What follows belongs to an exercise in optimizing a design on an open flow for small area and a short achievable clock period; a production flow would make more cautious choices. At most, simulation tests tie the RTL to the original design; equivalence was not proved. No activity file was given, so power comes from the tool's default toggle rates.

## 07-10
## vm5f_core
module vm5f_core (
    input  wire         clk,
    input  wire         rst,             
    input  wire         rx_valid,
    input  wire [7:0]   rx_data,
    input  wire         rx_last,
    output wire         rx_ready,
    output reg          rsp_valid,
    output wire [2:0]   rsp_err,
    output wire [7:0]   rsp_addr,
    output wire [7:0]   rsp_cmd,
    output wire [7:0]   rsp_len,
    output wire [7:0]   rsp_chk,
    output wire [7:0]   rsp_chk_calc,
    output reg          rsp_chk_ok,
    output reg          rsp_tag,
    output reg  [2:0]   last_err,
    input  wire         enc_valid,
    output reg          enc_ready,
    input  wire [7:0]   enc_cmd,
    input  wire [7:0]   enc_addr,
    input  wire [4:0]   enc_n,
    input  wire [207:0] enc_payload,     
    output reg          tx_valid,
    output reg  [7:0]   tx_data,
    output reg          tx_last,
    input  wire         tx_ready,
    output reg          refused,
    input  wire         tick,            
    input  wire         ovr_n,           
    output reg          act,             
    output reg  [1:0]   ls,
    output reg  [3:0]   fifo_count,
    output reg  [7:0]   cur_ant,
    output reg  [15:0]  cur_pc,
    output reg  [95:0]  cur_epc
);
For scale: ~4800 cells after synthesis, ~430 I/O pins, roughly 57000 µm² of cells after synthesis.
clock: 10.0 ns
lec_check: 0
cap_margin: 20
core_margin: 2
core_utilization: 40
slew_margin: 20
synth_hierarchical: 1
synth_minimum_keep_size: 0
standard.sh (not shown) runs the stock make flow with config.mk's settings and CLKGATE_MAP_FILE= SYNTH_SCRIPT=/design/flow/synth_recipe.tcl, a recipe that flattens the netlist after the stock synthesis.
==> flow/flow/run.sh <==
#!/bin/bash
# Standard ORFS layout, with plain buffers on the ports, a clock tree with
# larger sink clusters and no dummy loads, and repair_timing aiming further
# below the clock period.
set -euo pipefail
bash standard.sh "BUFFER_PORTS_ARGS=-buffer_cell sky130_fd_sc_hd__buf_2" \
  "CTS_ARGS=-sink_clustering_enable -repair_clock_nets -sink_clustering_size 25 -sink_clustering_max_diameter 80 -buf_list sky130_fd_sc_hd__clkbuf_16 -dont_use_dummy_load" \
  SETUP_SLACK_MARGIN=7.0 finish > standard_flow.log 2>&1
Having completed the whole flow, 07-10 delivered a layout that passed the timing, DRC and antenna checks.
## Diff of input files: 02-28 against 07-10
--- a/flow/design.v
+++ b/flow/design.v
@@ -141,25 +141,18 @@
     assign rsp_chk_calc = nsum;
     assign rx_ready     = rdy;
     reg  [NSLOT*120-1:0] mem;   
     integer s, b;   
     reg  [3:0]   wr;
     reg  [3:0]   rd;
     wire want_push = new_tag || pend;
-    wire full      = (fifo_count == 4'd10);
-    wire do_push;
-    vm5f_ao31 u_push (.a({rx_valid, rx_last, rdy && n_tag && !full}),
-                      .b(pend && !full), .y(do_push));
+    wire do_push   = want_push && (fifo_count != 4'd10);
     wire do_pop    = (ls == LS_IDLE) && (fifo_count != 4'd0);
     wire pend_next = want_push && (fifo_count == 4'd10);
     wire [3:0] rd_n = !do_pop ? rd : (rd == NSLOT - 1) ? 4'd0 : rd + 4'd1;
-    wire [3:0] wr_inc = (wr == NSLOT - 1) ? 4'd0 : wr + 4'd1;
-    wire [3:0] wr_nx, cnt_nx;
-    vm5f_mux #(.W(4)) u_wr  (.s(do_push), .a(wr_inc), .b(wr), .y(wr_nx));
-    vm5f_mux #(.W(4)) u_cnt (.s(do_push), .a(cnt_p), .b(cnt_k), .y(cnt_nx));
     wire [3:0] cnt_k = do_pop ? fifo_count - 4'd1 : fifo_count;    
     wire [3:0] cnt_p = do_pop ? fifo_count : fifo_count + 4'd1;    
     reg  [3:0]   wq_slot;
     reg  [4:0]   wq_pos;
     always @(posedge clk) begin
         wq_slot <= wr;
         wq_pos  <= rst ? 5'd0 : p;
@@ -190,17 +183,18 @@
     end
     always @(posedge clk) begin
         if (rst) begin
             wr         <= 4'd0;
             rd         <= 4'd0;
             fifo_count <= 4'd0;
         end else begin
-            wr <= wr_nx;
+            if (do_push)
+                wr <= (wr == NSLOT - 1) ? 4'd0 : wr + 4'd1;
             rd <= rd_n;
-            fifo_count <= cnt_nx;
+            fifo_count <= do_push ? cnt_p : cnt_k;
         end
     end
     reg  [NSLOT-1:0] rsel;
     reg              rhold;
     wire             idle_n = rst || (ls_n == LS_IDLE);
     always @(posedge clk) begin
         for (s = 0; s < NSLOT; s = s + 1)
@@ -343,22 +337,7 @@
 endmodule
 module vm5f_nand4 (
     input  wire [3:0] a,
     output wire       y
 );
     assign y = ~&a;
 endmodule
-module vm5f_mux #(parameter W = 4) (
-    input  wire         s,
-    input  wire [W-1:0] a,
-    input  wire [W-1:0] b,
-    output wire [W-1:0] y
-);
-    assign y = s ? a : b;
-endmodule
-module vm5f_ao31 (
-    input  wire [2:0] a,
-    input  wire       b,
-    output wire       y
-);
-    assign y = (&a) | b;
-endmodule
### Flow results
- 02-28 vs 07-10: critical path depth up in 02-28
- Lower slack of the critical path goes to 02-28 over 07-10.
- There was hardly any difference in non-clock buffer share of cell area between 07-10 and 02-28.
- Relative to 07-10, total standard cell area after synthesis has decreased by 460 µm² in 02-28.
- Final cell area: 02-28 below 07-10

* * *

Another version of the RTL of vm5f_core (not shown whole).
Size: ~1600 flip-flops, roughly 430 I/O pins.
Settings: LEC_CHECK=0, CAP_MARGIN=20, CORE_MARGIN=2, CORE_UTILIZATION=40, CTS_CLUSTER_DIAMETER=80, CTS_CLUSTER_SIZE=25, SLEW_MARGIN=20; clock period 10.0 ns.
==> flow/flow/run.sh <==
#!/bin/bash
# Standard ORFS layout, with plain buffers on the ports and repair_timing aiming
# further below the clock period.
set -euo pipefail
bash standard.sh "BUFFER_PORTS_ARGS=-buffer_cell sky130_fd_sc_hd__buf_2" SETUP_SLACK_MARGIN=6.5 finish > standard_flow.log 2>&1
Change:
--- a/flow/design.v
+++ b/flow/design.v
@@ -225,35 +225,37 @@
                     cnt <= cnt - 12'd1;
             end
             default: ;
         endcase
     end
     reg  [4:0]   e_idx;         
     reg  [7:0]   e_nsum;        
     wire [4:0]   nx_idx  = e_idx + 5'd1;
     wire [4:0]   pl_idx  = e_idx - 5'd3;    
     wire [7:0]   nx_nsum = e_nsum - tx_data;
     wire         nx_last = (pl_idx == enc_n);
-    reg  [7:0]   nx_body;       
+    wire [28:0]  e_oh;
+    genvar ge;
+    generate
+        for (ge = 0; ge < 29; ge = ge + 1) begin : g_eoh
+            assign e_oh[ge] = (e_idx == ge);
+        end
+    endgenerate
+    reg  [7:0]   nx_body;
     integer k;
     always @(*) begin
-        nx_body = 8'd0;
-        if (nx_idx == 5'd1)
-            nx_body = {3'b000, enc_n} + 8'd3;
-        if (nx_idx == 5'd2)
-            nx_body = enc_addr;
-        if (nx_idx == 5'd3)
-            nx_body = enc_cmd;
+        nx_body = (({3'b000, enc_n} + 8'd3) & {8{e_oh[0]}})
+                | (enc_addr & {8{e_oh[1]}})
+                | (enc_cmd  & {8{e_oh[2]}});
         for (k = 0; k < 26; k = k + 1)
-            if (pl_idx == k)
-                nx_body = enc_payload[8*k +: 8];
+            nx_body = nx_body | (enc_payload[8*k +: 8] & {8{e_oh[k+3]}});
     end
     wire [7:0]   nx_data = nx_last ? nx_nsum : nx_body;
     wire take_req  = enc_ready && enc_valid;
     wire busy_next = tx_valid ? !(tx_ready && tx_last) : (take_req && enc_n <= 5'd26);
     always @(posedge clk) begin
         if (rst) begin
             tx_valid  <= 1'b0;
             enc_ready <= 1'b1;
             refused   <= 1'b0;
         end else begin
             tx_valid  <= busy_next;
Power grows slightly.
Setup slack gets better by 0.0086 ns.
Worst hold slack stays flat.
Final area shrinks slightly.
Global-route usage grows by 0.75 points.
Wire length grows slightly.
Die area shrinks by a few percent.
Utilization grows by 0.42 points.
Non-clock buffer count grows by 16.
Synthesized area shrinks by a few percent.
Via count shrinks by a few percent.
Cell count shrinks by a few percent.
Sequential power barely changes.
No functional check of the RTL was part of the first run of this note.

static timing again, ports no longer ideal:
How much do the figures lean on ideal ports? The routed layouts below were timed once more, with nothing changed but the port constraints.
Step 1 sets driving cells, clkbuf_16 on the clock port and buf_2 on the other inputs (assumed; they add their load-dependent delay and slew).
Step 2 also shifts input and output timing later by t, the mid clock arrival at the registers, as if the neighbouring blocks saw the same clock.
a / b / c = ideal ports / drivers / drivers and shift; a / b = the first two.
run | shift t [ns] | slack for setup (ns) | worst hold slack (ns) | worst setup path after step 2
07-10 | 0.777 | 6.722 / 6.643 / 6.279 | 0.450 / 0.450 / 0.450 | input to register
02-28 | 0.743 | 6.681 / 6.605 / 5.862 | 0.371 / 0.371 / 0.371 | input to register
the first run of note 2 | 0.768 | 6.517 / 6.439 / 5.839 | 0.464 / 0.464 / 0.464 | input to register
the second run of note 2 | 0.778 | 6.525 / 6.451 / 5.817 | 0.465 / 0.465 / 0.465 | input to register
After both steps every run listed still meets setup and hold. The setup slack of 02-28, which loses most, moves by -0.076 ns with the drivers and by -0.819 ns with both steps.
